This is an optimization exercise on Yosys and OpenROAD, whose aim is small area, a short achievable clock period and few clock cycles per item, not a production implementation. RTL that was checked went through simulation tests only; none was proved equivalent to the original. Only the layout flow was run in run 7; the RTL was not checked for function there.

==> design.v <==
module gf32_mul (
    input  wire [24:0] a,
    input  wire [4:0]  b,
    output wire [4:0]  y
);
    assign y = (a[4:0]   & {5{b[0]}}) ^ (a[9:5]   & {5{b[1]}}) ^ (a[14:10] & {5{b[2]}}) ^
               (a[19:15] & {5{b[3]}}) ^ (a[24:20] & {5{b[4]}});
endmodule
module gf32_inv (
    input  wire [4:0]  a,
    output reg  [24:0] g,
    output reg  [4:0]  tau
);
    always @* begin
        case (a)
            5'd0: begin g = 25'h0000000; tau = 5'h00; end
            5'd1: begin g = 25'h0FAAD21; tau = 5'h09; end
            5'd2: begin g = 25'h12131BA; tau = 5'h08; end
            5'd3: begin g = 25'h1C2CA04; tau = 5'h1E; end
            5'd4: begin g = 25'h1A8EEA3; tau = 5'h02; end
            5'd5: begin g = 25'h0953770; tau = 5'h16; end
            5'd6: begin g = 25'h0546059; tau = 5'h13; end
            5'd7: begin g = 25'h14D1E43; tau = 5'h04; end
            5'd8: begin g = 25'h0F3782D; tau = 5'h15; end
            5'd9: begin g = 25'h11FF027; tau = 5'h19; end
            5'd10: begin g = 25'h132863B; tau = 5'h11; end
            5'd11: begin g = 25'h17C0555; tau = 5'h03; end
            5'd12: begin g = 25'h04BB8FB; tau = 5'h1A; end
            5'd13: begin g = 25'h17665F1; tau = 5'h1C; end
            5'd14: begin g = 25'h01332E2; tau = 5'h01; end
            5'd15: begin g = 25'h01539BC; tau = 5'h05; end
            5'd16: begin g = 25'h02D72C5; tau = 5'h0E; end
            5'd17: begin g = 25'h1B2094D; tau = 5'h14; end
            5'd18: begin g = 25'h02716B8; tau = 5'h0D; end
            5'd19: begin g = 25'h07C2DD0; tau = 5'h07; end
            5'd20: begin g = 25'h0799326; tau = 5'h0F; end
            5'd21: begin g = 25'h158A645; tau = 5'h10; end
            5'd22: begin g = 25'h147FF5D; tau = 5'h1F; end
            5'd23: begin g = 25'h0B4AB2C; tau = 5'h0C; end
            5'd24: begin g = 25'h0E99B1A; tau = 5'h12; end
            5'd25: begin g = 25'h1240EF6; tau = 5'h1D; end
            5'd26: begin g = 25'h1E3D7E2; tau = 5'h06; end
            5'd27: begin g = 25'h065FE2C; tau = 5'h18; end
            5'd28: begin g = 25'h0B22511; tau = 5'h0A; end
            5'd29: begin g = 25'h10399F4; tau = 5'h17; end
            5'd30: begin g = 25'h1AEE124; tau = 5'h0B; end
            5'd31: begin g = 25'h1E6EC77; tau = 5'h1B; end
            default: begin g = 25'h0; tau = 5'h0; end
        endcase
    end
endmodule
module gf32_log (
    input  wire [4:0]  a,
    output wire [30:0] m
);
    assign m[30] = (a == 5'd1);
    assign m[29] = (a == 5'd2);
    assign m[28] = (a == 5'd4);
    assign m[27] = (a == 5'd8);
    assign m[26] = (a == 5'd16);
    assign m[25] = (a == 5'd5);
    assign m[24] = (a == 5'd10);
    assign m[23] = (a == 5'd20);
    assign m[22] = (a == 5'd13);
    assign m[21] = (a == 5'd26);
    assign m[20] = (a == 5'd17);
    assign m[19] = (a == 5'd7);
    assign m[18] = (a == 5'd14);
    assign m[17] = (a == 5'd28);
    assign m[16] = (a == 5'd29);
    assign m[15] = (a == 5'd31);
    assign m[14] = (a == 5'd27);
    assign m[13] = (a == 5'd19);
    assign m[12] = (a == 5'd3);
    assign m[11] = (a == 5'd6);
    assign m[10] = (a == 5'd12);
    assign m[9] = (a == 5'd24);
    assign m[8] = (a == 5'd21);
    assign m[7] = (a == 5'd15);
    assign m[6] = (a == 5'd30);
    assign m[5] = (a == 5'd25);
    assign m[4] = (a == 5'd23);
    assign m[3] = (a == 5'd11);
    assign m[2] = (a == 5'd22);
    assign m[1] = (a == 5'd9);
    assign m[0] = (a == 5'd18);
endmodule
module flex_bch (
    input  wire        clk,
    input  wire        rst,
    input  wire        in_valid,
    output wire        in_ready,
    input  wire        in_op,
    input  wire [31:0] in_word,
    output wire        out_valid,
    input  wire        out_ready,
    output wire [31:0] out_word,
    output wire        out_ok,
    output wire [1:0]  out_nfix
);
    wire [4:0] s1, s3;
    wire [9:0] e;            
    wire xn31 = in_word[4] ^ in_word[15];
    wire xn32 = in_word[22] ^ in_word[25];
    wire xn33 = in_word[6] ^ in_word[14];
    wire xn34 = in_word[2] ^ in_word[11];
    wire xn35 = in_word[16] ^ in_word[17];
    wire xn36 = in_word[5] ^ in_word[7];
    wire xn37 = in_word[21] ^ in_word[24];
    wire xn38 = in_word[3] ^ in_word[12];
    wire xn39 = xn31 ^ xn34;
    wire xn40 = in_word[8] ^ in_word[23];
    wire xn41 = in_word[1] ^ in_word[27];
    wire xn42 = in_word[0] ^ in_word[26];
    wire xn43 = in_word[13] ^ in_word[19];
    wire xn44 = in_word[10] ^ in_word[18];
    wire xn45 = xn38 ^ xn43;
    wire xn46 = xn32 ^ xn36;
    wire xn47 = xn35 ^ xn44;
    wire xn48 = xn33 ^ xn37;
    wire xn49 = in_word[14] ^ in_word[16];
    wire xn50 = in_word[9] ^ in_word[20];
    wire xn51 = in_word[5] ^ in_word[21];
    wire xn52 = in_word[1] ^ in_word[30];
    wire xn53 = xn31 ^ xn51;
    wire xn54 = xn35 ^ xn42;
    wire xn55 = xn33 ^ xn40;
    wire xn56 = xn39 ^ xn47;
    wire xn57 = xn45 ^ xn46;
    assign s1[0] = ((((in_word[20] ^ in_word[8]) ^ xn31) ^ (xn49 ^ xn52)) ^ xn57);
    assign s1[1] = ((((in_word[0] ^ in_word[18]) ^ (in_word[29] ^ in_word[7])) ^ xn39) ^ (xn45 ^ xn48));
    assign s1[2] = ((((in_word[19] ^ in_word[28]) ^ (in_word[6] ^ in_word[7])) ^ (xn32 ^ xn40)) ^ xn56);
    assign s1[3] = ((((in_word[15] ^ in_word[22]) ^ (in_word[3] ^ in_word[9])) ^ (xn36 ^ xn41)) ^ (xn47 ^ xn48));
    assign s1[4] = ((((in_word[13] ^ in_word[2]) ^ xn50) ^ xn53) ^ (xn54 ^ xn55));
    assign s3[0] = ((((in_word[12] ^ in_word[25]) ^ xn52) ^ xn48) ^ xn56);
    assign s3[1] = ((((in_word[11] ^ in_word[27]) ^ (in_word[28] ^ in_word[4])) ^ (xn32 ^ xn37)) ^ ((xn38 ^ xn42) ^ (xn49 ^ xn50)));
    assign s3[2] = ((((in_word[15] ^ in_word[18]) ^ xn34) ^ xn54) ^ xn57);
    assign s3[3] = ((((in_word[10] ^ in_word[12]) ^ (in_word[13] ^ in_word[17])) ^ ((in_word[23] ^ in_word[26]) ^ (in_word[28] ^ in_word[29]))) ^ ((xn32 ^ xn41) ^ xn53));
    assign s3[4] = ((((in_word[0] ^ in_word[20]) ^ xn41) ^ xn39) ^ (xn46 ^ xn55));
    wire [9:0] rem;          
    wire [9:0] s = {s3, s1};
    wire xm10 = s[0] ^ s[5];
    wire xm11 = s[3] ^ xm10;
    wire xm12 = s[1] ^ s[4];
    wire xm13 = s[7] ^ s[9];
    wire xm14 = s[8] ^ xm12;
    wire xm15 = s[2] ^ s[6];
    wire xm16 = s[6] ^ xm14;
    wire xm17 = s[2] ^ s[9];
    wire xm18 = xm13 ^ xm15;
    wire xm19 = s[4] ^ xm11;
    assign rem[0] = ((s[0] ^ s[7]) ^ xm16);
    assign rem[1] = (s[1] ^ xm18);
    assign rem[2] = (xm17 ^ xm11);
    assign rem[3] = xm11;
    assign rem[4] = xm16;
    assign rem[5] = ((xm10 ^ xm17) ^ xm14);
    assign rem[6] = (xm15 ^ xm19);
    assign rem[7] = ((xm13 ^ xm11) ^ xm16);
    assign rem[8] = (xm10 ^ xm18);
    assign rem[9] = (xm13 ^ xm19);
    wire [9:0] d_hi = in_word[30:21] ^ ({rem[0], rem[1], rem[2], rem[3], rem[4], rem[5], rem[6], rem[7], rem[8], rem[9]} & {10{in_op}});
    reg        full;
    reg [30:0] word;
    assign in_ready  = !full || out_ready;
    assign out_valid = full;
    always @(posedge clk) begin
        if (rst)
            full <= 1'b0;
        else if (in_ready)
            full <= in_valid;
    end
    wire [24:0] g;
    wire [4:0]  tau;
    gf32_inv u_tab (.a(s1), .g(g), .tau(tau));
    wire [4:0] pa, pb;
    gf32_mul u_pa (.a({10'd0, g[14:0]}), .b({2'b00, s3[2:0]}), .y(pa));
    gf32_mul u_pb (.a({g[24:15], 15'd0}), .b({s3[4:3], 3'b000}), .y(pb));
    wire d_ta = ~^(tau[2:0] & s3[2:0]);
    wire d_tb = ^(tau[4:3] & s3[4:3]);
    reg       b31, op, remz, ta, tb;
    reg [4:0] ra, rb, rc;
    always @(posedge clk) begin
        if (in_ready) begin
            b31  <= in_word[31];
            op   <= in_op;
            remz <= (s1 == 5'd0 && s3 == 5'd0);
            ta   <= d_ta;
            tb   <= d_tb;
            word <= {d_hi, in_word[20:0]};
            ra   <= pa;
            rb   <= pb;
            rc   <= pb ^ s1;
        end
    end
    wire fix = !op && !(ta ^ tb);
    wire ok  = op || remz || fix;
    wire [4:0] r1 = ra ^ rc, r2 = ra ^ rb;
    wire b31_out = b31 && !ok;
    wire [30:0] m1, m2;
    gf32_log u_m1 (.a(r1), .m(m1));
    gf32_log u_m2 (.a(r2), .m(m2));
    wire [30:0] fixed = word ^ ((m1 | m2) & {31{fix}});
    assign out_word = {b31_out, fixed};
    assign out_ok   = ok;
    assign out_nfix = {fix && r1 != 5'd0, fix && r1 == 5'd0};
endmodule
==> flow/run.sh <==
#!/bin/bash
# Layout: the standard flow (ORFS synthesis, floorplan, power grid, place, CTS,
# route) with two changes:
#  - the half/full adder cells and the 3-input XOR/XNOR cells are added to the
#    platform's don't-use list, so Yosys's adder extraction leaves the XOR logic to
#    ABC, which maps it into faster 2-input gates;
#  - the port buffers are buf_2 cells instead of the delay cells buffer_ports picks.
# Registers are untouched: same names and cell types as the standard synthesis.
# ORFS writes each step's log to orfs/logs/; make's output goes to standard.log.
set -euo pipefail
export BUFFER_PORTS_ARGS="-buffer_cell sky130_fd_sc_hd__buf_2"
PLATFORM_DONT_USE=$(make -s -C "$FLOW_HOME" DESIGN_CONFIG="$PWD/config.mk" WORK_HOME="$PWD/orfs_q" print-DONT_USE_CELLS 2>/dev/null | sed -n 's/^DONT_USE_CELLS *: *//p')
rm -rf orfs_q
EXTRA=""
for c in ha_1 ha_2 ha_4 fa_1 fa_2 fa_4 xor3_1 xor3_2 xor3_4 xnor3_1 xnor3_2 xnor3_4; do
  EXTRA="$EXTRA sky130_fd_sc_hd__$c"
done
echo "DONT_USE_CELLS=$PLATFORM_DONT_USE$EXTRA" > dont_use.log
bash standard.sh "DONT_USE_CELLS=$PLATFORM_DONT_USE$EXTRA" finish > standard.log 2>&1
==> standard.sh <==
#!/bin/bash
# synth_recipe.tcl (not shown) runs the flow's synth.tcl, then flattens the netlist and writes it again
# the make line also repeats each setting of config.mk as NAME=value (left out here)
make -C /OpenROAD-flow-scripts/flow DESIGN_CONFIG=/design/flow/config.mk WORK_HOME=/design/flow/orfs CLKGATE_MAP_FILE= SYNTH_SCRIPT=/design/flow/synth_recipe.tcl "${@:-finish}"
==> config.mk <==
export PLATFORM = sky130hd
export DESIGN_NAME = flex_bch
export DESIGN_NICKNAME = flex_bch
export VERILOG_FILES = /design/flow/design.v
export SDC_FILE = /design/flow/constraint.sdc
export NUM_CORES = 4
export LEC_CHECK = 0
export CAP_MARGIN = 20
export CORE_MARGIN = 2
export CORE_UTILIZATION = 50
export CTS_BUF_LIST = sky130_fd_sc_hd__clkbuf_4 sky130_fd_sc_hd__clkbuf_8
export PLACE_DENSITY = 0.7
export SETUP_SLACK_MARGIN = 3.5
export SLEW_MARGIN = 20
==> constraint.sdc <==
create_clock -name core_clock -period 8.0 [get_ports {clk}]
set_input_delay 1.6000 -clock core_clock [delete_from_list [all_inputs] [get_ports {clk}]]
set_output_delay 1.6000 -clock core_clock [all_outputs]
set_load 0.01 [all_outputs]
==> impl_metrics.env, run 1 <==
export IMPL_status="timing/DRC/antenna clean"
export IMPL_worstReg2RegEnd="word[8]"
export IMPL_ioPinCount=74
export IMPL_synth_flop_cell="edfxtp_1"
export IMPL_drt_iter0_drc=661
export IMPL_grt_overflow=0
export IMPL_slew_headroom=0.5112
export IMPL_die_area_um2=11400
export IMPL_antenna_found_initial=1
export IMPL_fin_skew_ns=0.006409
export IMPL_multi_input_area_um2=3732
export IMPL_drc=0
export IMPL_min_path_type="reg2reg"
export IMPL_reg2reg_from="full"
export IMPL_worstSkewPairLatency_ns=0.30
export IMPL_slew_violations=0
export IMPL_die_h_um=106.8
export IMPL_post_place_cells=804
export IMPL_ys_top_cells_by_count="xnor2_1 (144), nand2_1 (102), edfxtp_1 (51)"
export IMPL_seqCellArea_um2=1551
export IMPL_core_um2=10280
export IMPL_avgSynthCellArea_um2=8.572
export IMPL_layout_cells_non_filler=819
export IMPL_grt_pass1_wl_mm=24.93
export IMPL_gr_usage_all_layers=0.2788
export IMPL_cts_buffers=5
export IMPL_setup_violations_final=0
export IMPL_nFillCells=920
export IMPL_yosysTopAreaCell="edfxtp_1"
export IMPL_ys_top_cells_by_area="edfxtp_1 (29%), xnor2_1 (24%), nand2_1 (7.3%)"
export IMPL_cap_viol_max_count=0
export IMPL_cts_sinks=52
export IMPL_wl_mm=16.08
export IMPL_first_global_vias=4564
export IMPL_port_buffers=73
export IMPL_die_w_um=106.8
export IMPL_finalHoldViolCount=0
export IMPL_startpoint_type="input pin"
export IMPL_drive_gt1_frac=0.2123
export IMPL_crit_path_max_fanout=25
export IMPL_area_delta_synth_final_pct=14.69
export IMPL_min_period_ns=4.439
export IMPL_syn_area_um2=5280
export IMPL_vias=5014
export IMPL_n_antenna_cell=0
export IMPL_holdPathStages=2
export IMPL_async_reset_ff_frac=0
export IMPL_fmax_mhz=225.3
export IMPL_rows=37
export IMPL_syn_nets=653
export IMPL_setup_ws_ns=3.561
export IMPL_wl_per_cell_um=19.64
export IMPL_start_util=0.5138
export IMPL_netlist_area_leader_share=0.2900
export IMPL_ys_types=42
export IMPL_root_buffer="clkbuf_8"
export IMPL_synth_edf_count=51
export IMPL_dpl_hpwl_mm=11.71
export IMPL_nNetsFinal=719
export IMPL_fin_util=0.5892
export IMPL_ys_ff_latch=52
export IMPL_gp_congestion=1.040
export IMPL_seq_area_frac_synth=0.2938
export IMPL_yosysMostFrequentCell="xnor2_1"
export IMPL_fin_crit_sh=0.5549
export IMPL_crit_arrival_ns=4.49
export IMPL_final_setup_tns_ns=0
export IMPL_dr_pass1_iters=8
export IMPL_cts_hold_buf=0
export IMPL_grt_max_degree=54
export IMPL_rsz0062_at_grt="yes"
export IMPL_cp_end_kind="register"
export IMPL_required_ns=8.05
export IMPL_ant_nets=0
export IMPL_path_clk_slew_ns=0.09
export IMPL_synth_cells=616
export IMPL_tritoncts="built"
export IMPL_r2r_cells=2
export IMPL_reg2reg_slack_ns=6.72
export IMPL_htree_levels=2
export IMPL_worst_slew_pin_slew_ns=0.7297
export IMPL_pre_cts_ws_ns=2.991
export IMPL_cts_buffer_depth=2
export IMPL_hold_path_startpoint="full"
export IMPL_yosysWarningCount=2
export IMPL_worst_hold_path_endpoint="rc[4]"
export IMPL_worstSetupPathType="in2reg"
export IMPL_viasPerCell=6.122
## sequential cells by signal, indices dropped and copies added (netlist names), 5 cells and up
signal and cells:
ra 5, word 31, rb 5, rc 5
## routing by layer
metal	vias up	part of all wire	track usage
met1	2278	0.40	0.3862
li1	2295	-	-
met3	66	0.10	0.04195
met4	0	0.034	0.08256
met2	375	0.46	0.4522
met5	-	0	0
## layout make-up
class / instances / share of cell area
multi-input cells: 530 / 0.6163
flip-flops and latches: 52 / 0.2562
repair buffers: 90 / 0.08326
well taps: 136 / 0.02810
clock buffers: 5 / 0.01136
clock inverters: 3 / 0.002893
inverters: 3 / 0.001860
## worst max path at each step
stage | from | end | slack, ns | cells past startpoint
4_1_cts | in_word[22] | rc[1] | 3.44 | 13
2_1_floorplan | in_word[17] | ra[3] | 3.93 | 12
3_3_place_gp | in_word[17] | rc[1] | 3.02 | 13
3_5_place_dp | in_word[17] | rc[1] | 2.99 | 13
5_1_grt | in_word[15] | rc[1] | 3.46 | 14
6_report | in_word[15] | rc[1] | 3.56 | 14
## critical path, stage by stage
cell and delay, ns:
buf_2 0.16, xor2_2 0.22, xnor2_2 0.32, xnor2_2 0.17, xnor2_2 0.30, buf_4 0.18, xnor2_2 0.12, buf_6 0.25
nor2_1 0.15, a22oi_1 0.18, nand3_1 0.12, a221oi_2 0.31, xor2_1 0.30, xnor2_1 0.10
## timing repair
item                                    in CTS  in global routing
gates resized for setup                      8                 14
endpoints found under the setup margin      19                 17
buffers inserted                             2                  4
pin swaps                                    2                  4
cloned                                       1                  0
## kinds of logic after synthesis
kind of cell / after synthesis / share of synthesized area
AO/OA/AOI/OAI: 163 / 0.1870
AND/OR/NAND/NOR: 173 / 0.1351
XOR/XNOR: 193 / 0.3528
buffers and inverters: 35 / 0.03128
flip-flops: 52 / 0.2938
## through the flow
step                hold WS, ns  instance area [um2]
floorplan                 1.214                 5283
global placement         0.9382                 5764
detailed placement       0.9654                 5764
CTS                      0.9855                 5932
global route              1.009                 6056
finish                   0.9590                 6056
## cells in the final DEF, fill, tap and decap left out, types with 4 or more instances in the layout
cell	n
a21oi_1	31
xor2_2	8
xnor2_1	128
edfxtp_1	51
a31oi_1	11
o221ai_1	4
nor3_1	7
or3_1	5
nor2_2	5
xnor2_2	29
buf_2	73
xor2_1	27
nor2_1	36
clkbuf_8	5
buf_4	14
o21ai_0	47
a221oi_1	4
a211oi_1	5
nand2_1	102
o22ai_1	38
nand3_1	10
Testbench counts, summed over its fixed seeds: cycles 4,808, items 4,800.
==> run 2: changes to the inputs <==
--- a/config.mk
+++ b/config.mk
@@ -9,6 +9,6 @@
 export CORE_MARGIN = 2
 export CORE_UTILIZATION = 50
 export CTS_BUF_LIST = sky130_fd_sc_hd__clkbuf_4 sky130_fd_sc_hd__clkbuf_8
-export PLACE_DENSITY = 0.7
+export PLACE_DENSITY = 0.65
 export SETUP_SLACK_MARGIN = 3.5
 export SLEW_MARGIN = 20
==> run 2 against run 1 <==
Compared with the run above: register-to-register slack about the same; highest routed layer unchanged; sequential cell count did not move; synthesized cell count unchanged; routed wire length grew 7.0%; via count increased by 1.4%; cell count rose by 1.6%; worst setup slack worse by 0.027 ns; core utilization increased by 1.5 points; clock-buffer cell count unchanged.
==> impl_metrics.env, run 2 <==
export IMPL_cts_sinks=52
export IMPL_slew_violations=0
export IMPL_seqCellArea_um2=1551
export IMPL_grt_overflow=0
export IMPL_crit_path_max_fanout=25
export IMPL_final_common_cell="xnor2_1"
export IMPL_setup_violations_final=0
export IMPL_dr_pass1_iters=6
export IMPL_die_h_um=106.8
export IMPL_netlist_area_leader_share=0.2900
export IMPL_ant_nets=0
export IMPL_htree_levels=2
export IMPL_wl_mm=17.20
export IMPL_final_cell_mix="xnor2_1 (130), nand2_1 (99), buf_2 (72), edfxtp_1 (51), o21ai_0 (45)"
export IMPL_cap_viol_max_count=0
export IMPL_cpMostUsedCell="xnor2_2"
export IMPL_worst_slew_pin_slew_ns=0.7677
export IMPL_pre_cts_ws_ns=2.926
export IMPL_gp_congestion=0.9943
export IMPL_ys_types=42
export IMPL_worstReg2RegEnd="ta"
export IMPL_path_clk_slew_ns=0.09
export IMPL_grt_max_degree=54
export IMPL_drive_gt1_frac=0.2284
export IMPL_antenna_found_initial=0
export IMPL_port_buffers=73
export IMPL_worstSkewPairLatency_ns=0.31
export IMPL_crit_slowest_cell="nor2_1"
export IMPL_worstSetupPathType="in2reg"
export IMPL_synth_cells=616
export IMPL_hold_path_startpoint="full"
export IMPL_viasPerCell=6.111
export IMPL_yosysTopAreaCell="edfxtp_1"
export IMPL_largest_register_ffs=31
export IMPL_die_w_um=106.8
export IMPL_avgSynthCellArea_um2=8.572
export IMPL_fin_worst_hold_slack_ns=0.9594
export IMPL_required_ns=8.04
export IMPL_start_util=0.5138
export IMPL_final_setup_tns_ns=0
export IMPL_nNetsFinal=732
export IMPL_reg2reg_slack_ns=6.71
export IMPL_setup_ws_ns=3.533
export IMPL_ioPinCount=74
export IMPL_top_register="word"
export IMPL_status="timing/DRC/antenna clean"
export IMPL_gr_usage_all_layers=0.2969
export IMPL_core_um2=10280
export IMPL_crit_arrival_ns=4.51
export IMPL_cp_end_kind="register"
export IMPL_synth_flop_cell="edfxtp_1"
export IMPL_slew_headroom=0.4845
export IMPL_drt_iter0_drc=514
export IMPL_root_buffer="clkbuf_8"
export IMPL_crit_start="in_word[15]"
export IMPL_multi_input_area_um2=3777
export IMPL_fmax_mhz=223.9
export IMPL_yosysWarningCount=2
export IMPL_first_global_vias=4713
export IMPL_rows=37
export IMPL_nFillCells=938
export IMPL_cts_buffers=5
export IMPL_syn_area_um2=5280
export IMPL_n_antenna_cell=0
export IMPL_path_depth=14
export IMPL_grt_pass1_wl_mm=26.09
export IMPL_synth_edf_count=51
export IMPL_dpl_hpwl_mm=12.17
export IMPL_ys_top_cells_by_count="xnor2_1 (144), nand2_1 (102), edfxtp_1 (51)"
export IMPL_wl_per_cell_um=20.67
export IMPL_fin_crit_sh=0.5583
export IMPL_async_reset_ff_frac=0
export IMPL_rsz0062_at_grt="yes"
export IMPL_startpoint_type="input pin"
export IMPL_seq_area_frac_synth=0.2938
export IMPL_tritoncts="built"
export IMPL_crit_buf_inv=3
export IMPL_min_path_type="reg2reg"
export IMPL_finalHoldViolCount=0
export IMPL_min_period_ns=4.467
export IMPL_endpoint="ra[3]"
export IMPL_drc=0
export IMPL_fin_skew_ns=0.01011
export IMPL_syn_nets=653
export IMPL_critPathTopFamily="XOR/XNOR gates"
export IMPL_ys_ff_latch=52
export IMPL_vias=5084
export IMPL_r2r_cells=2
export IMPL_yosysMostFrequentCell="xnor2_1"
export IMPL_critPathMaxStageDelay_ns=0.40
export IMPL_area_delta_synth_final_pct=17.68
export IMPL_die_area_um2=11400
export IMPL_cts_buffer_depth=2
export IMPL_ys_top_cells_by_area="edfxtp_1 (29%), xnor2_1 (24%), nand2_1 (7.3%)"
export IMPL_reg2reg_from="full"
export IMPL_cp_cell_sequence="buf_2 > xor2_2 > xnor2_2 > xnor2_2 > xnor2_2 > buf_4 > xnor2_2 > buf_4 > nor2_1 > a211oi_1 > a211o_1 > a21oi_1 > xnor2_1 > xnor2_2"
==> run 2: changes by cell type in the layout (fill, tap and decap cells not counted), sizes merged <==
cell / delta
buf: +11
clkbuf: +1
clkinv: -1
clkinvlp: +1
xnor2: +1
==> run 2: routing by layer <==
layer  GRT usage  vias to the layer above  wire length (um)
li1            -                     2328                 -
met1      0.4026                     2333              6852
met2      0.4668                      354              7800
met3     0.05046                       69              1759
met4      0.1308                        0               789
met5           0                        -                 0
==> run 2: cell families after synthesis <==
logic type | Yosys count | synth area share
AOI/OAI and AO/OA | 163 | 0.1870
DFF | 52 | 0.2938
and+or+nand+nor | 173 | 0.1351
buffers and inverters | 35 | 0.03128
xor gates and xnor gates | 193 | 0.3528
==> run 2: worst min-delay path by stage <==
stage | end | slack (ns) | cells after the start
after global routing | tb | 1.04 | 2
after floorplan | full | 1.21 | 2
after CTS | ra[3] | 0.97 | 2
after global placement | full | 0.94 | 3
final | full | 0.96 | 3
after detailed placement | ra[3] | 0.95 | 2
==> run 2: what timing repair did <==
action                     in CTS  in global routing
setup endpoints to repair      18                 21
setup buffers                   7                  9
resized for setup               7                 22
pin swaps                       4                  3
cloned                          2                  0
hold buffers                    0                  0
==> run 2: worst reg2reg max path, delay by kind of cell (launching register included) <==
family	cells	cell delay, ns
flip-flops	1	0.32
AND/OR/NAND/NOR	1	0.06
buffers and inverters	1	0.52
==> run 2: through the flow <==
stage / utilization / instances / instance area [um2]
floorplan: - / 616 / 5283
global placement: 0.5634 / 806 / 5791
detailed placement: 0.5642 / 806 / 5798
CTS: 0.5860 / 823 / 6022
global route: 0.6046 / 832 / 6213
finish: 0.6046 / 832 / 6213
==> run 2: final cells by class <==
cell class,count,area share
Clock inverter,3,0.003423
Tap cell,136,0.02739
Sequential cell,52,0.2497
Clock buffer,5,0.01108
Multi-Input combinational cell,531,0.6079
Inverter,3,0.001812
Timing Repair Buffer,102,0.09867
==> run 3: changes to the inputs <==
--- a/config.mk
+++ b/config.mk
@@ -9,6 +9,6 @@
 export CORE_MARGIN = 2
 export CORE_UTILIZATION = 50
 export CTS_BUF_LIST = sky130_fd_sc_hd__clkbuf_4 sky130_fd_sc_hd__clkbuf_8
-export PLACE_DENSITY = 0.65
-export SETUP_SLACK_MARGIN = 3.5
+export PLACE_DENSITY = 0.7
+export SETUP_SLACK_MARGIN = 3.3
 export SLEW_MARGIN = 20
==> run 3 against run 2 <==
Compared with the run above: register-to-register slack hardly changed; worst setup slack worse by 0.16 ns; core utilization is 0.83 points lower; worst hold slack better by 0.0015 ns; cell count is 0.72% lower; critical endpoint is now ra[2]; critical path depth is 1 lower; routed wire length is 0.85% lower; synthesized cell count stayed put; highest routed layer unchanged; global-route usage is 0.29 points lower.
==> impl_metrics.env, run 3 <==
export IMPL_required_ns=8.05
export IMPL_worstSetupPathType="in2reg"
export IMPL_synth_cells=616
export IMPL_async_reset_ff_frac=0
export IMPL_avgSynthCellArea_um2=8.572
export IMPL_nNetsFinal=726
export IMPL_cap_viol_max_count=0
export IMPL_cts_sinks=52
export IMPL_rsz0062_at_grt="yes"
export IMPL_finalHoldViolCount=0
export IMPL_netlist_area_leader_share=0.2900
export IMPL_vias=5056
export IMPL_grt_pass1_wl_mm=26.00
export IMPL_final_setup_tns_ns=0
export IMPL_path_clk_slew_ns=0.10
export IMPL_port_buffers=73
export IMPL_grt_overflow=0
export IMPL_rows=37
export IMPL_crit_slowest_cell="xnor2_1"
export IMPL_gr_usage_all_layers=0.2941
export IMPL_ys_ff_latch=52
export IMPL_htree_levels=2
export IMPL_cts_buffer_depth=2
export IMPL_wl_mm=17.05
export IMPL_fin_skew_ns=0.01437
export IMPL_dpl_hpwl_mm=12.24
export IMPL_ys_top_cells_by_count="xnor2_1 (144), nand2_1 (102), edfxtp_1 (51)"
export IMPL_cp_end_kind="register"
export IMPL_slew_violations=0
export IMPL_critPathTopFamily="XOR/XNOR gates"
export IMPL_core_um2=10280
export IMPL_crit_buf_inv=2
export IMPL_drt_iter0_drc=597
export IMPL_crit_path_max_fanout=25
export IMPL_syn_area_um2=5280
export IMPL_synth_edf_count=51
export IMPL_gp_congestion=1.006
export IMPL_min_period_ns=4.629
export IMPL_wl_per_cell_um=20.65
export IMPL_worstSkewPairLatency_ns=0.31
export IMPL_cts_hold_buf=0
export IMPL_start_util=0.5138
export IMPL_drc=0
export IMPL_dr_pass1_iters=5
export IMPL_setup_violations_final=0
export IMPL_yosysWarningCount=2
export IMPL_cts_buffers=5
export IMPL_yosysMostFrequentCell="xnor2_1"
export IMPL_crit_arrival_ns=4.68
export IMPL_fmax_mhz=216.0
export IMPL_top_register="word"
export IMPL_ant_nets=0
export IMPL_die_area_um2=11400
export IMPL_ioPinCount=74
export IMPL_status="timing/DRC/antenna clean"
export IMPL_layout_cells_non_filler=826
export IMPL_first_global_vias=4705
export IMPL_viasPerCell=6.121
export IMPL_fin_crit_sh=0.5786
export IMPL_area_delta_synth_final_pct=16.07
export IMPL_largest_register_ffs=31
export IMPL_worst_slew_pin_slew_ns=0.8745
export IMPL_die_w_um=106.8
export IMPL_n_antenna_cell=0
export IMPL_startpoint_type="input pin"
export IMPL_grt_max_degree=54
export IMPL_final_cell_mix="xnor2_1 (132), nand2_1 (101), buf_2 (73), edfxtp_1 (51), o21ai_0 (47)"
export IMPL_ys_top_cells_by_area="edfxtp_1 (29%), xnor2_1 (24%), nand2_1 (7.3%)"
export IMPL_die_h_um=106.8
export IMPL_post_place_cells=805
export IMPL_tritoncts="built"
export IMPL_cp_cell_sequence="buf_2 > xnor2_1 > xnor2_2 > xnor2_2 > xnor2_4 > xnor2_2 > buf_4 > nor2_1 > a21oi_1 > a31oi_1 > nor3_1 > xnor2_1 > xnor2_1"
export IMPL_root_buffer="clkbuf_8"
export IMPL_critPathMaxStageDelay_ns=0.40
export IMPL_seq_area_frac_synth=0.2938
export IMPL_syn_nets=653
export IMPL_ys_types=42
export IMPL_slew_headroom=0.4150
export IMPL_min_path_type="reg2reg"
export IMPL_synth_flop_cell="edfxtp_1"
export IMPL_drive_gt1_frac=0.2130
export IMPL_yosysTopAreaCell="edfxtp_1"
export IMPL_antenna_found_initial=0
export IMPL_final_common_cell="xnor2_1"
-- run 3: logic make-up (layout without fill, tap and decap cells) --
kind of cell,Yosys count,in the layout,share of synthesized area
compound gates,163,163,0.1870
xor+xnor,193,195,0.3528
buf+inv,35,107,0.03128
flops,52,52,0.2938
simple gates,173,173,0.1351
-- run 3: routing by layer --
metal / track usage / up-vias / wire [um]
met5: 0 / - / 0
met1: 0.4100 / 2331 / 6972
li1: - / 2314 / -
met3: 0.03343 / 62 / 1511
met4: 0.1076 / 0 / 655
met2: 0.4722 / 349 / 7914
-- run 3: path summary, 6_finish.rpt --
check	from	endpoint	slack, ns	cells past startpoint
setup reg to reg	full	word[9]	6.70	2
hold / removal	full	full	0.96	3
setup / recovery	in_word[21]	ra[2]	3.37	13
hold reg to reg	full	full	0.96	3
-- run 3: per-stage QoR --
stage	util	hold slack, ns	area [um2]	setup WS, ns
floorplan	-	1.669	5280	3.449
detailed placement	0.5616	0.9598	5772	2.709
finish	0.5963	0.9609	6128	3.371
global route	0.5963	1.043	6128	3.250
CTS	0.5801	0.9855	5962	3.336
global placement	0.5616	0.9415	5772	2.812
-- run 3: area by class of cell --
class                      instances  area, um2
multi-input combinational        531       3742
sequential                        52       1551
clock inverter                     2      35.03
tap                              136      170.2
clock buffer                       6      76.32
fill                             947       4149
inverter                           3      11.26
timing repair buffer              96      541.8
-- run 3: repair_timing --
action                                  4_1_cts  5_1_grt
resized for setup                             6       10
endpoints found under the setup margin       19       16
setup buffers                                 2        9
cloned                                        1        1
pin swaps                                     2        4
-- run 3: worst reg2reg max path: cells and delay by family, from the launching register on --
kind          cells  cell delay, ns
simple gates      1            0.06
flops             1            0.33
buf+inv           1            0.51
==> run 4: changes to the inputs <==
--- a/config.mk
+++ b/config.mk
@@ -10,5 +10,5 @@
 export CORE_UTILIZATION = 50
 export CTS_BUF_LIST = sky130_fd_sc_hd__clkbuf_4 sky130_fd_sc_hd__clkbuf_8
 export PLACE_DENSITY = 0.7
-export SETUP_SLACK_MARGIN = 3.3
+export SETUP_SLACK_MARGIN = 3.7
 export SLEW_MARGIN = 20
==> run 4 against run 3 <==
Compared with the run above: highest routed layer unchanged; synthesized cell count unchanged; worst hold slack got worse by 0.0077 ns; first-iteration DRC count rose by 9.9%; still clean on timing, DRC and antenna; worst setup slack better by 0.32 ns; non-clock buffer count did not move; critical path type unchanged; sequential cell count unchanged; routed wire length fell by 4.0%; maximum frequency up 7.3%; largest cell class unchanged.
==> impl_metrics.env, run 4 <==
export IMPL_hold_path_startpoint="full"
export IMPL_ys_ff_latch=52
export IMPL_setup_ws_ns=3.687
export IMPL_vias=5062
export IMPL_final_common_cell="xnor2_1"
export IMPL_cts_hold_buf=0
export IMPL_wl_mm=16.37
export IMPL_synth_cells=616
export IMPL_synth_flop_cell="edfxtp_1"
export IMPL_netlist_area_leader_share=0.2900
export IMPL_pre_cts_ws_ns=2.991
export IMPL_cp_end_kind="register"
export IMPL_grt_max_degree=54
export IMPL_cp_cell_sequence="buf_2 > xor2_4 > xnor2_1 > xnor2_2 > xnor2_2 > buf_4 > xnor2_4 > nor2_1 > nor2_1 > o21ai_0 > o31ai_1 > xnor2_1 > xnor2_1"
export IMPL_core_um2=10280
export IMPL_fmax_mhz=231.9
export IMPL_ioPinCount=74
export IMPL_grt_pass1_wl_mm=24.96
export IMPL_grt_overflow=0
export IMPL_final_cell_mix="xnor2_1 (125), nand2_1 (101), buf_2 (73), edfxtp_1 (51), o21ai_0 (44)"
export IMPL_setup_violations_final=0
export IMPL_startpoint_type="input pin"
export IMPL_rows=37
export IMPL_slew_headroom=0.5099
export IMPL_ant_nets=0
export IMPL_viasPerCell=6.136
export IMPL_dpl_hpwl_mm=11.71
export IMPL_nNetsFinal=725
export IMPL_tritoncts="built"
export IMPL_cts_buffers=5
export IMPL_ys_types=42
export IMPL_cap_viol_max_count=0
export IMPL_yosysWarningCount=2
export IMPL_yosysMostFrequentCell="xnor2_1"
export IMPL_n_antenna_cell=0
export IMPL_first_global_vias=4599
export IMPL_worstSkewPairLatency_ns=0.30
export IMPL_rsz0062_at_grt="yes"
export IMPL_min_period_ns=4.313
export IMPL_finalHoldViolCount=0
export IMPL_worst_slew_pin_slew_ns=0.7316
export IMPL_dr_pass1_iters=6
export IMPL_top_register="word"
export IMPL_crit_arrival_ns=4.37
export IMPL_status="timing/DRC/antenna clean"
export IMPL_drc=0
export IMPL_start_util=0.5138
export IMPL_critPathMaxStageDelay_ns=0.41
export IMPL_crit_start="in_word[15]"
export IMPL_slew_violations=0
export IMPL_path_clk_slew_ns=0.09
export IMPL_yosysTopAreaCell="edfxtp_1"
export IMPL_die_area_um2=11400
export IMPL_post_dp_cell_area_um2=5764
export IMPL_worstSetupPathType="in2reg"
export IMPL_largest_register_ffs=31
export IMPL_gr_usage_all_layers=0.2790
export IMPL_required_ns=8.06
export IMPL_ys_top_cells_by_area="edfxtp_1 (29%), xnor2_1 (24%), nand2_1 (7.3%)"
export IMPL_reg2reg_from="full"
export IMPL_async_reset_ff_frac=0
export IMPL_drive_gt1_frac=0.2293
export IMPL_die_w_um=106.8
export IMPL_port_buffers=73
export IMPL_drt_iter0_drc=656
export IMPL_syn_nets=653
export IMPL_crit_path_max_fanout=9
export IMPL_area_delta_synth_final_pct=17.68
export IMPL_root_buffer="clkbuf_8"
export IMPL_synth_edf_count=51
export IMPL_ys_top_cells_by_count="xnor2_1 (144), nand2_1 (102), edfxtp_1 (51)"
export IMPL_final_setup_tns_ns=0
export IMPL_htree_levels=2
export IMPL_avgSynthCellArea_um2=8.572
export IMPL_fin_skew_ns=0.004694
export IMPL_cts_sinks=52
export IMPL_cpMostUsedCell="xnor2_1"
export IMPL_wl_per_cell_um=19.85
export IMPL_syn_area_um2=5280
export IMPL_fin_worst_hold_slack_ns=0.9532
export IMPL_final_area_um2=6213
export IMPL_antenna_found_initial=0
export IMPL_min_path_type="reg2reg"
export IMPL_crit_slowest_cell="nor2_1"
export IMPL_seq_area_frac_synth=0.2938
export IMPL_gp_congestion=1.040
export IMPL_die_h_um=106.8
export IMPL_fin_crit_sh=0.5391
export IMPL_cts_buffer_depth=2
-- run 4: cell counts after synthesis --
Identical to the previous run, type by type.
-- run 4: final timing paths --
kind | end | cells after the start | slack, ns
worst max-delay path | ra[4] | 13 | 3.69
worst min-delay path | ra[0] | 2 | 0.95
worst max register to register | word[8] | 2 | 6.72
worst min register to register | ra[0] | 2 | 0.95
-- run 4: repair_timing --
item                       CTS  global route
setup endpoints to repair   26            23
setup buffers                7             5
pin swaps                    4             7
resized for setup           20            26
gates cloned                 1             0
-- run 4: stage by stage --
stage | utilization | std cells
after floorplan | - | 616
after global placement | 0.5609 | 804
after detailed placement | 0.5609 | 804
after CTS | 0.5873 | 820
after global routing | 0.6046 | 825
final | 0.6046 | 825
-- run 4: kinds of logic after synthesis --
group                  Yosys count  share of synthesized area
XOR/XNOR                       193                     0.3528
AND/OR/NAND/NOR                173                     0.1351
AO/OA/AOI/OAI                  163                     0.1870
flip-flops                      52                     0.2938
buffers and inverters           35                    0.03128
-- run 4: final cells by class --
type | count | area [um2]
fill | 897 | 4064
multi-input combinational | 530 | 3814
sequential | 52 | 1551
timing repair buffer | 96 | 580.6
tap | 136 | 170.2
clock buffer | 5 | 68.82
clock inverter | 3 | 17.52
inverter | 3 | 11.26
-- run 4: critical path: cells and delay by family --
family	cells	cell delay [ns]
xor+xnor	7	1.38
simple gates	2	0.54
buf+inv	2	0.36
compound gates	2	0.47
-- run 4: metal layers --
layer | vias to the layer above | track usage | part of all wire
met4 | 0 | 0.08627 | 0.030
met1 | 2329 | 0.3879 | 0.41
li1 | 2304 | - | -
met3 | 54 | 0.03951 | 0.099
met2 | 375 | 0.4513 | 0.46
met5 | - | 0 | 0
==> run 5: changes to the inputs <==
--- a/flow/run.sh
+++ b/flow/run.sh
@@ -12,7 +12,7 @@
 PLATFORM_DONT_USE=$(make -s -C "$FLOW_HOME" DESIGN_CONFIG="$PWD/config.mk" WORK_HOME="$PWD/orfs_q" print-DONT_USE_CELLS 2>/dev/null | sed -n 's/^DONT_USE_CELLS *: *//p')
 rm -rf orfs_q
 EXTRA=""
-for c in ha_1 ha_2 ha_4 fa_1 fa_2 fa_4 xor3_1 xor3_2 xor3_4 xnor3_1 xnor3_2 xnor3_4; do
+for c in ha_1 ha_2 ha_4 fa_1 fa_2 fa_4 xor3_1 xor3_2 xor3_4 xnor3_1 xnor3_2 xnor3_4 mux2_1 mux2_2 mux2_4 mux2_8 mux2i_1 mux2i_2 mux2i_4; do
   EXTRA="$EXTRA sky130_fd_sc_hd__$c"
 done
 echo "DONT_USE_CELLS=$PLATFORM_DONT_USE$EXTRA" > dont_use.log
--- a/config.mk
+++ b/config.mk
@@ -10,5 +10,5 @@
 export CORE_UTILIZATION = 50
 export CTS_BUF_LIST = sky130_fd_sc_hd__clkbuf_4 sky130_fd_sc_hd__clkbuf_8
 export PLACE_DENSITY = 0.7
-export SETUP_SLACK_MARGIN = 3.7
+export SETUP_SLACK_MARGIN = 3.5
 export SLEW_MARGIN = 20
==> run 5 against run 4 <==
Compared with the run above: still clean; first-iteration DRC count is 26% higher; maximum frequency is 3.9% lower; cell area is 0.32% higher; clock skew is 0.0054 ns higher; sequential share of layout area is 0.080 points lower; routed wire length is 6.1% higher; sequential cell count stayed put; die area is 0.30% higher; worst setup slack worse by 0.18 ns; register-to-register slack hardly changed; via count hardly changed; critical path type unchanged; critical endpoint is now ra[0].
==> impl_metrics.env, run 5 <==
export IMPL_status="timing/DRC/antenna clean"
export IMPL_drc=0
export IMPL_grt_overflow=0
export IMPL_vias=5057
export IMPL_n_antenna_cell=0
export IMPL_first_global_vias=4726
export IMPL_cts_buffer_depth=2
export IMPL_netlist_area_leader_share=0.2892
export IMPL_rsz0062_at_grt="no"
export IMPL_crit_path_max_fanout=23
export IMPL_gr_usage_all_layers=0.2992
export IMPL_yosysMostFrequentCell="xnor2_1"
export IMPL_ys_types=44
export IMPL_grt_max_degree=54
export IMPL_fin_crit_sh=0.5611
export IMPL_finalHoldViolCount=0
export IMPL_yosysWarningCount=2
export IMPL_seq_area_frac_synth=0.2929
export IMPL_drive_gt1_frac=0.2340
export IMPL_min_path_type="reg2reg"
export IMPL_synth_cells=614
export IMPL_startpoint_type="input pin"
export IMPL_yosysTopAreaCell="edfxtp_1"
export IMPL_cts_hold_buf=0
export IMPL_fin_util=0.6038
export IMPL_crit_start="in_word[15]"
export IMPL_area_delta_synth_final_pct=17.69
export IMPL_synth_edf_count=51
export IMPL_fmax_mhz=222.8
export IMPL_cap_viol_max_count=0
export IMPL_fin_skew_ns=0.01011
export IMPL_holdPathStages=3
export IMPL_final_common_cell="xnor2_1"
export IMPL_path_clk_slew_ns=0.08
export IMPL_viasPerCell=6.137
export IMPL_min_period_ns=4.489
export IMPL_pre_cts_ws_ns=2.937
export IMPL_htree_levels=2
export IMPL_r2r_cells=2
export IMPL_drt_iter0_drc=828
export IMPL_slew_headroom=0.4554
export IMPL_synth_flop_cell="edfxtp_1"
export IMPL_rows=37
export IMPL_worst_hold_path_endpoint="full"
export IMPL_post_place_cells=801
export IMPL_final_setup_tns_ns=0
export IMPL_ys_ff_latch=52
export IMPL_grt_pass1_wl_mm=26.23
export IMPL_cts_sinks=52
export IMPL_worst_slew_pin_slew_ns=0.8128
export IMPL_worstSetupPathType="in2reg"
export IMPL_nNetsFinal=724
export IMPL_start_util=0.5130
export IMPL_port_buffers=73
export IMPL_tritoncts="built"
export IMPL_core_um2=10320
export IMPL_wl_per_cell_um=21.07
export IMPL_setup_ws_ns=3.511
export IMPL_gp_congestion=0.9867
export IMPL_antenna_found_initial=0
export IMPL_reg2reg_from="full"
export IMPL_required_ns=8.04
export IMPL_die_h_um=106.9
export IMPL_largest_register_ffs=31
export IMPL_root_buffer="clkbuf_8"
export IMPL_syn_nets=651
export IMPL_setup_violations_final=0
export IMPL_ioPinCount=74
export IMPL_slew_violations=0
export IMPL_reg2reg_slack_ns=6.72
export IMPL_layout_cells_non_filler=824
export IMPL_final_cell_mix="xnor2_1 (122), nand2_1 (96), buf_2 (73), edfxtp_1 (51), a21oi_1 (43)"
export IMPL_fin_worst_hold_slack_ns=0.9557
export IMPL_worstReg2RegEnd="word[7]"
export IMPL_crit_arrival_ns=4.53
export IMPL_cts_buffers=5
export IMPL_top_register="word"
export IMPL_die_w_um=106.9
export IMPL_wl_mm=17.36
export IMPL_dpl_hpwl_mm=12.48
export IMPL_die_area_um2=11430
export IMPL_syn_area_um2=5296
export IMPL_dr_pass1_iters=6
export IMPL_async_reset_ff_frac=0
export IMPL_cp_end_kind="register"
export IMPL_worstSkewPairLatency_ns=0.30
export IMPL_ant_nets=0
export IMPL_ys_top_cells_by_area="edfxtp_1 (29%), xnor2_1 (22%), nand2_1 (7.0%)"
export IMPL_avgSynthCellArea_um2=8.626
export IMPL_ys_top_cells_by_count="xnor2_1 (136), nand2_1 (99), edfxtp_1 (51)"
export IMPL_hold_path_startpoint="full"
-- run 5: logic make-up (layout without fill, tap and decap cells) --
kind of cell | after synthesis | in the layout | synth area share
XOR/XNOR | 192 | 193 | 0.3529
AND/OR/NAND/NOR | 175 | 175 | 0.1365
AO/OA/AOI/OAI | 159 | 159 | 0.1859
flip-flops | 52 | 52 | 0.2929
buffers and inverters | 36 | 109 | 0.03166
-- run 5: critical path, cell delays in order --
cell,delay [ns]
buf_2,0.17
xor2_4,0.23
xnor2_4,0.29
xor2_1,0.29
xnor2_2,0.20
xor2_2,0.15
buf_4,0.33
nor2_1,0.21
a21oi_1,0.25
o221ai_1,0.15
a21oi_1,0.29
xor2_1,0.23
xnor2_1,0.11
-- run 5: final cells by class --
cell class	count	area, um2
Timing Repair Buffer	98	564.3
Multi-Input combinational cell	527	3825
Clock inverter	3	42.54
Sequential cell	52	1551
Inverter	3	11.26
Fill cell	923	4090
Tap cell	136	170.2
Clock buffer	5	68.82
-- run 5: worst max path at each step --
stage	cells past startpoint	endpoint	slack (ns)
after CTS	13	rc[1]	3.43
after global placement	11	word[29]	2.81
after detailed placement	12	rc[2]	2.94
after global routing	13	rc[1]	3.49
final	13	ra[0]	3.51
after floorplan	10	ta	3.92
-- run 5: repair_timing --
action / 4_1_cts / 5_1_grt
setup buffers: 14 / 0
resized for setup: 8 / 21
endpoints found under the setup margin: 20 / 25
pin swaps: 4 / 0
gates cloned: 1 / 0
hold endpoints to repair: 0 / 0
-- run 5: stage by stage --
stage,area (um2)
after CTS,6080
after global placement,5786
final,6233
after global routing,6233
after floorplan,5299
after detailed placement,5793
-- run 5: routing by layer --
metal / part of all wire / GRT usage
met2: 0.47 / 0.4873
met3: 0.084 / 0.03951
met1: 0.42 / 0.4118
met5: 0 / 0
met4: 0.030 / 0.1002
==> run 6: changes to the inputs <==
--- a/flow/run.sh
+++ b/flow/run.sh
@@ -8,11 +8,12 @@
 # Registers are untouched: same names and cell types as the standard synthesis.
 # ORFS writes each step's log to orfs/logs/; make's output goes to standard.log.
 set -euo pipefail
-export BUFFER_PORTS_ARGS="-buffer_cell sky130_fd_sc_hd__buf_2"
+export BUFFER_PORTS_ARGS="-inputs -buffer_cell sky130_fd_sc_hd__buf_2"
+export POST_GLOBAL_PLACE_TCL="$PWD/flow/post_gpl.tcl"
 PLATFORM_DONT_USE=$(make -s -C "$FLOW_HOME" DESIGN_CONFIG="$PWD/config.mk" WORK_HOME="$PWD/orfs_q" print-DONT_USE_CELLS 2>/dev/null | sed -n 's/^DONT_USE_CELLS *: *//p')
 rm -rf orfs_q
 EXTRA=""
-for c in ha_1 ha_2 ha_4 fa_1 fa_2 fa_4 xor3_1 xor3_2 xor3_4 xnor3_1 xnor3_2 xnor3_4 mux2_1 mux2_2 mux2_4 mux2_8 mux2i_1 mux2i_2 mux2i_4; do
+for c in ha_1 ha_2 ha_4 fa_1 fa_2 fa_4 xor3_1 xor3_2 xor3_4 xnor3_1 xnor3_2 xnor3_4; do
   EXTRA="$EXTRA sky130_fd_sc_hd__$c"
 done
 echo "DONT_USE_CELLS=$PLATFORM_DONT_USE$EXTRA" > dont_use.log
==> flow/post_gpl.tcl (new file) <==
# Buffer the output ports with buf_1 cells (the inputs got buf_2 cells from
# global_place.tcl's buffer_ports -inputs call).
log_cmd buffer_ports -outputs -buffer_cell sky130_fd_sc_hd__buf_1
==> run 6 against run 5 <==
Compared with the run above: still clean on timing, DRC and antenna; register-to-register slack is essentially flat; global-route usage shrank 1.5 points; clock skew is essentially flat; synthesized cell count grew 0.33%; sequential share of layout area grew 0.44 points; maximum frequency grew 1.1%; critical path type unchanged; largest cell class unchanged.
==> impl_metrics.env, run 6 <==
export IMPL_status="timing/DRC/antenna clean"
export IMPL_cts_buffer_depth=2
export IMPL_reg2reg_from="full"
export IMPL_yosysWarningCount=2
export IMPL_rows=37
export IMPL_core_um2=10280
export IMPL_nNetsFinal=727
export IMPL_start_util=0.5138
export IMPL_cts_hold_buf=0
export IMPL_viasPerCell=6.087
export IMPL_cap_viol_max_count=0
export IMPL_die_area_um2=11400
export IMPL_cp_end_kind="register"
export IMPL_setup_ws_ns=3.562
export IMPL_synth_edf_count=51
export IMPL_finalHoldViolCount=0
export IMPL_ioPinCount=74
export IMPL_yosysTopAreaCell="edfxtp_1"
export IMPL_pre_cts_ws_ns=2.757
export IMPL_ys_types=42
export IMPL_dr_pass1_iters=6
export IMPL_fin_worst_hold_slack_ns=0.9640
export IMPL_htree_levels=2
export IMPL_reg2reg_slack_ns=6.71
export IMPL_grt_overflow=0
export IMPL_worstSkewPairLatency_ns=0.30
export IMPL_min_period_ns=4.438
export IMPL_worst_slew_pin_slew_ns=0.8413
export IMPL_yosysMostFrequentCell="xnor2_1"
export IMPL_drt_iter0_drc=579
export IMPL_post_place_cells=805
export IMPL_min_path_type="reg2reg"
export IMPL_wl_mm=16.77
export IMPL_setup_violations_final=0
export IMPL_grt_pass1_wl_mm=25.16
export IMPL_hold_path_startpoint="full"
export IMPL_tritoncts="built"
export IMPL_worstReg2RegEnd="ra[3]"
export IMPL_cts_sinks=52
export IMPL_syn_area_um2=5280
export IMPL_grt_max_degree=54
export IMPL_slew_violations=0
export IMPL_syn_nets=653
export IMPL_holdPathStages=3
export IMPL_ys_top_cells_by_count="xnor2_1 (144), nand2_1 (102), edfxtp_1 (51)"
export IMPL_root_buffer="clkbuf_8"
export IMPL_final_common_cell="xnor2_1"
export IMPL_port_buffers=73
export IMPL_first_global_vias=4585
export IMPL_ant_nets=0
export IMPL_fin_crit_sh=0.5548
export IMPL_drive_gt1_frac=0.1708
export IMPL_ys_ff_latch=52
export IMPL_final_setup_tns_ns=0
export IMPL_layout_cells_non_filler=827
export IMPL_r2r_cells=2
export IMPL_final_cell_mix="xnor2_1 (131), nand2_1 (100), edfxtp_1 (51), o21ai_0 (47), o22ai_1 (38)"
export IMPL_required_ns=8.05
export IMPL_fin_skew_ns=0.009774
export IMPL_avgSynthCellArea_um2=8.572
export IMPL_n_antenna_cell=0
export IMPL_slew_headroom=0.4351
export IMPL_worst_hold_path_endpoint="full"
export IMPL_worstSetupPathType="in2reg"
export IMPL_antenna_found_initial=0
export IMPL_largest_register_ffs=31
export IMPL_async_reset_ff_frac=0
export IMPL_top_register="word"
export IMPL_area_delta_synth_final_pct=16.02
export IMPL_dpl_hpwl_mm=12.12
export IMPL_crit_arrival_ns=4.48
export IMPL_path_clk_slew_ns=0.09
export IMPL_rsz0062_at_grt="yes"
export IMPL_synth_flop_cell="edfxtp_1"
export IMPL_startpoint_type="input pin"
export IMPL_vias=5034
export IMPL_netlist_area_leader_share=0.2900
export IMPL_gr_usage_all_layers=0.2845
export IMPL_seq_area_frac_synth=0.2938
export IMPL_synth_cells=616
export IMPL_die_h_um=106.8
export IMPL_wl_per_cell_um=20.28
export IMPL_drc=0
export IMPL_ys_top_cells_by_area="edfxtp_1 (29%), xnor2_1 (24%), nand2_1 (7.3%)"
export IMPL_crit_path_max_fanout=25
export IMPL_fmax_mhz=225.3
export IMPL_die_w_um=106.8
export IMPL_cts_buffers=5
## run 6: changes by cell type in the layout (fill, tap and decap cells not counted), moves of 4 or more
cell,before,now
nand2_2,6,2
o21ai_0,32,47
xnor2_1,122,131
nand2_1,96,100
xor2_1,30,25
a31oi_1,7,11
a21oi_1,43,31
buf_1,0,37
buf_2,73,36
## run 6: metal layers
layer  global-route usage  up-vias  part of all wire
met5                    0        -                 0
met4               0.1113        0             0.041
met3              0.02796       60             0.085
met2               0.4645      315              0.47
met1               0.3900     2341              0.40
li1                     -     2318                 -
## run 6: logic make-up (layout without fill, tap and decap cells)
group                     after synthesis  count (layout)  share of synthesized area
buffers and inverters                  35             108                    0.03128
DFF                                    52              52                     0.2938
AOI/OAI and AO/OA                     163             163                     0.1870
and+or+nand+nor                       173             173                     0.1351
xor gates and xnor gates              193             195                     0.3528
## run 6: cell type report
class                           instances  area [um2]
Tap cell                              136       170.2
Timing Repair Buffer                   97       506.7
Clock inverter                          3       18.77
Sequential cell                        52        1551
Clock buffer                            5       68.82
Fill cell                             918        4151
Multi-Input combinational cell        531        3799
Inverter                                3       11.26
## run 6: what timing repair did
action	4_1_cts	5_1_grt
endpoints found under the setup margin	19	19
buffers inserted	3	9
gates resized for setup	11	17
cloned	2	0
pin swaps	5	6
## run 6: how the worst max path moves through the flow
stage	cells after the start	startpoint	end	slack [ns]
floorplan	12	in_word[17]	ra[3]	3.93
global placement	11	in_word[14]	word[22]	2.78
detailed placement	12	in_word[17]	rc[1]	2.76
CTS	13	in_word[7]	rc[1]	3.50
global route	13	in_word[7]	rc[1]	3.34
finish	13	in_word[13]	rc[1]	3.56
## run 6: worst max-delay path, cell delays in order
cell and delay (ns):
buf_2 0.15, xnor2_1 0.27, xnor2_2 0.16, xnor2_1 0.38, xnor2_2 0.22, xnor2_2 0.15, buf_4 0.32, nor2_1 0.20
a22oi_1 0.22, nand3_1 0.13, a221oi_2 0.34, xor2_1 0.26, xnor2_1 0.09
## run 6: stage by stage
stage                     utilization  area, um2
final                          0.5961       6126
after global routing           0.5961       6126
after CTS                      0.5799       5959
after detailed placement       0.5578       5733
after global placement         0.5429       5579
after floorplan                     -       5283
==> run 7: changes to the inputs <==
--- a/design.v
+++ b/design.v
@@ -173,28 +173,29 @@
     wire [24:0] g;
     wire [4:0]  tau;
     gf32_inv u_tab (.a(s1), .g(g), .tau(tau));
+    wire [4:0] s1g = s1 & {5{!in_op}};
+    wire [4:0] s3g = s3 & {5{!in_op}};
+    wire remz = (s1 == 5'd0 && s3 == 5'd0);
     wire [4:0] pa, pb;
-    gf32_mul u_pa (.a({10'd0, g[14:0]}), .b({2'b00, s3[2:0]}), .y(pa));
-    gf32_mul u_pb (.a({g[24:15], 15'd0}), .b({s3[4:3], 3'b000}), .y(pb));
-    wire d_ta = ~^(tau[2:0] & s3[2:0]);
-    wire d_tb = ^(tau[4:3] & s3[4:3]);
-    reg       b31, op, remz, ta, tb;
+    gf32_mul u_pa (.a({10'd0, g[14:0]}), .b({2'b00, s3g[2:0]}), .y(pa));
+    gf32_mul u_pb (.a({g[24:15], 15'd0}), .b({s3g[4:3], 3'b000}), .y(pb));
+    wire d_ta = ~^(tau[2:0] & s3g[2:0]);
+    wire d_tb = (^(tau[4:3] & s3g[4:3])) || in_op || remz;
+    reg       b31, ta, tb;
     reg [4:0] ra, rb, rc;
     always @(posedge clk) begin
         if (in_ready) begin
             b31  <= in_word[31];
-            op   <= in_op;
-            remz <= (s1 == 5'd0 && s3 == 5'd0);
             ta   <= d_ta;
             tb   <= d_tb;
             word <= {d_hi, in_word[20:0]};
             ra   <= pa;
             rb   <= pb;
-            rc   <= pb ^ s1;
+            rc   <= pb ^ s1g;
         end
     end
-    wire fix = !op && !(ta ^ tb);
-    wire ok  = op || remz || fix;
+    wire fix = !(ta ^ tb);
+    wire ok  = fix;
     wire [4:0] r1 = ra ^ rc, r2 = ra ^ rb;
     wire b31_out = b31 && !ok;
     wire [30:0] m1, m2;
@@ -203,5 +204,5 @@
     wire [30:0] fixed = word ^ ((m1 | m2) & {31{fix}});
     assign out_word = {b31_out, fixed};
     assign out_ok   = ok;
-    assign out_nfix = {fix && r1 != 5'd0, fix && r1 == 5'd0};
-endmodule
+    assign out_nfix = {fix && r1 != 5'd0, fix && r1 == 5'd0 && r2 != 5'd0};
+endmodule
--- a/config.mk
+++ b/config.mk
@@ -7,8 +7,8 @@
 export LEC_CHECK = 0
 export CAP_MARGIN = 20
 export CORE_MARGIN = 2
-export CORE_UTILIZATION = 50
+export CORE_UTILIZATION = 40
 export CTS_BUF_LIST = sky130_fd_sc_hd__clkbuf_4 sky130_fd_sc_hd__clkbuf_8
-export PLACE_DENSITY = 0.7
+export PLACE_DENSITY = 0.6
 export SETUP_SLACK_MARGIN = 3.5
 export SLEW_MARGIN = 20
==> run 7 against run 6 <==
Compared with the run above: first-iteration DRC count increased by 1.6%; core utilization fell by 13 points; still clean on timing, DRC and antenna; routed wire length is 3.8% higher; sequential cell count down 2; highest routed layer unchanged; critical endpoint unchanged; critical path type unchanged; via count grew 2.3%; global-route usage fell by 4.7 points; cell area grew 0.53%; critical path depth is 1 lower.
==> impl_metrics.env, run 7 <==
export IMPL_yosysTopAreaCell="edfxtp_1"
export IMPL_avgSynthCellArea_um2=8.552
export IMPL_drc=0
export IMPL_port_buffers=73
export IMPL_largest_register_ffs=31
export IMPL_n_antenna_cell=0
export IMPL_final_setup_tns_ns=0
export IMPL_fin_crit_sh=0.5554
export IMPL_gr_usage_all_layers=0.2374
export IMPL_ys_top_cells_by_area="edfxtp_1 (27%), xnor2_1 (20%), xor2_1 (7.2%)"
export IMPL_cap_viol_max_count=0
export IMPL_core_um2=13350
export IMPL_cpMostUsedCell="xnor2_2"
export IMPL_crit_path_max_fanout=33
export IMPL_multi_input_area_um2=3939
export IMPL_yosysWarningCount=2
export IMPL_die_area_um2=14680
export IMPL_antenna_found_initial=0
export IMPL_final_common_cell="xnor2_1"
export IMPL_drive_gt1_frac=0.1451
export IMPL_cts_buffer_depth=2
export IMPL_rows=42
export IMPL_async_reset_ff_frac=0
export IMPL_cp_end_kind="register"
export IMPL_dpl_hpwl_mm=12.86
export IMPL_cts_buffers=5
export IMPL_first_global_vias=4840
export IMPL_startpoint_type="input pin"
export IMPL_die_w_um=121.2
export IMPL_post_cts_buffers=0
export IMPL_worst_slew_pin_slew_ns=0.7414
export IMPL_synth_flop_cell="edfxtp_1"
export IMPL_tritoncts="built"
export IMPL_final_cell_mix="xnor2_1 (109), nand2_1 (81), nor2_1 (57), edfxtp_1 (49), xor2_1 (42)"
export IMPL_status="timing/DRC/antenna clean"
export IMPL_grt_max_degree=51
export IMPL_top_register="word"
export IMPL_rsz0062_at_grt="yes"
export IMPL_viasPerCell=5.904
export IMPL_syn_area_um2=5490
export IMPL_area_delta_synth_final_pct=12.17
export IMPL_fmax_mhz=225.1
export IMPL_cts_hold_buf=0
export IMPL_dr_pass1_iters=5
export IMPL_grt_pass1_wl_mm=27.17
export IMPL_netlist_area_leader_share=0.2680
export IMPL_ys_types=56
export IMPL_critPathMaxStageDelay_ns=0.44
export IMPL_ant_nets=0
export IMPL_vias=5148
export IMPL_nNetsFinal=734
export IMPL_seqCellArea_um2=1491
export IMPL_root_buffer="clkbuf_8"
export IMPL_wl_per_cell_um=19.97
export IMPL_fin_util=0.4614
export IMPL_ys_ff_latch=50
export IMPL_ioPinCount=74
export IMPL_htree_levels=2
export IMPL_crit_slowest_cell="a2111oi_0"
export IMPL_worstSkewPairLatency_ns=0.30
export IMPL_die_h_um=121.2
export IMPL_ys_top_cells_by_count="xnor2_1 (124), nand2_1 (81), nor2_1 (58)"
## run 7: changes by cell type in the layout (fill, tap and decap cells not counted), moves of 5 or more
cell and delta:
a21oi_1 -10, xnor2_1 -22, nor2_1 +22, xnor2_2 +7, o21ai_0 -8, buf_4 -15, nand2_1 -19, o211ai_1 +6
nor2b_1 +5, nor3_1 +7, xor2_1 +17
## run 7: logic make-up after synthesis
kind of cell / after synthesis / synth area share
fa+ha+maj: 1 / 0.001823
flops: 50 / 0.2716
buf+inv: 39 / 0.03783
xor+xnor: 191 / 0.3348
compound gates: 163 / 0.1939
mux: 3 / 0.005470
simple gates: 195 / 0.1545
## run 7: timing repair
action	CTS	global route
resized for setup	8	15
setup endpoints to repair	3	11
endpoints found under the hold margin	0	0
## run 7: through the flow
step	hold WS (ns)	setup slack [ns]	instance area, um2
after floorplan	1.190	3.901	5493
after global placement	1.080	3.007	5806
after detailed placement	0.9754	3.097	5944
after CTS	0.9940	3.497	6073
after global routing	1.028	3.447	6158
final	0.9557	3.557	6158
## run 7: worst paths after layout
path         depth (start not counted)  slack, ns        to        start
max reg2reg                          2       6.70  word[20]         full
min reg2reg                          3       0.96      full         full
max                                 12       3.56     rc[1]  in_word[17]
min                                  3       0.96      full         full
## run 7: critical path, delay by kind of cell
kind	cells	cell delay [ns]
compound gates	1	0.44
xor+xnor	7	1.59
buf+inv	2	0.43
simple gates	2	0.40
## run 7: cell type report
cell class / count / area share
Sequential cell: 50 / 0.2422
Clock buffer: 5 / 0.01117
Clock inverter: 1 / 0.0006095
Inverter: 2 / 0.001219
Multi-Input combinational cell: 553 / 0.6396
Timing Repair Buffer: 85 / 0.06948
Tap cell: 176 / 0.03576
## run 7: layer usage
| metal | vias to the layer above | wire (um) | share of wire | track usage |
|---|---|---|---|---|
| met3 | 44 | 1464 | 0.084 | 0.02961 |
| met1 | 2417 | 7306 | 0.42 | 0.3323 |
| li1 | 2383 | - | - | - |
| met5 | - | 0 | 0 | 0 |
| met4 | 0 | 590 | 0.034 | 0.08764 |
| met2 | 304 | 8052 | 0.46 | 0.3757 |

## separate check: timing with driven ports
How much do the figures lean on ideal ports? The routed layouts below were timed once more, with nothing changed but the port constraints. Step 1: set_driving_cell puts a clkbuf_16 on clk and a buf_2 on each other input, an assumption about the parent block. Step 2 times the ports against the registers' clock, not the clock port: input delays grow and output delays shrink by t, the midpoint of the rising clock arrivals with the driver on. Slacks: ideal / step 1 / step 2; pairs: ideal / step 1.
| run | shift t [ns] | setup slack, ns | clock arrival spread, ns |
|---|---|---|---|
| run 1 | 0.325 | 3.561 / 3.566 / 3.241 | 0.007 / 0.006 |
| run 2 | 0.332 | 3.533 / 3.543 / 3.212 | 0.014 / 0.015 |
| run 3 | 0.334 | 3.371 / 3.382 / 3.048 | 0.016 / 0.016 |
| run 4 | 0.327 | 3.687 / 3.692 / 3.366 | 0.005 / 0.005 |
| run 5 | 0.331 | 3.511 / 3.523 / 3.192 | 0.011 / 0.011 |
| run 6 | 0.329 | 3.562 / 3.571 / 3.242 | 0.014 / 0.014 |
| run 7 | 0.333 | 3.557 / 3.571 / 3.238 | 0.007 / 0.007 |
After both steps every run listed still meets setup and hold. The setup slack of run 3, which loses most, moves by +0.011 ns with the drivers and by -0.323 ns with both steps.
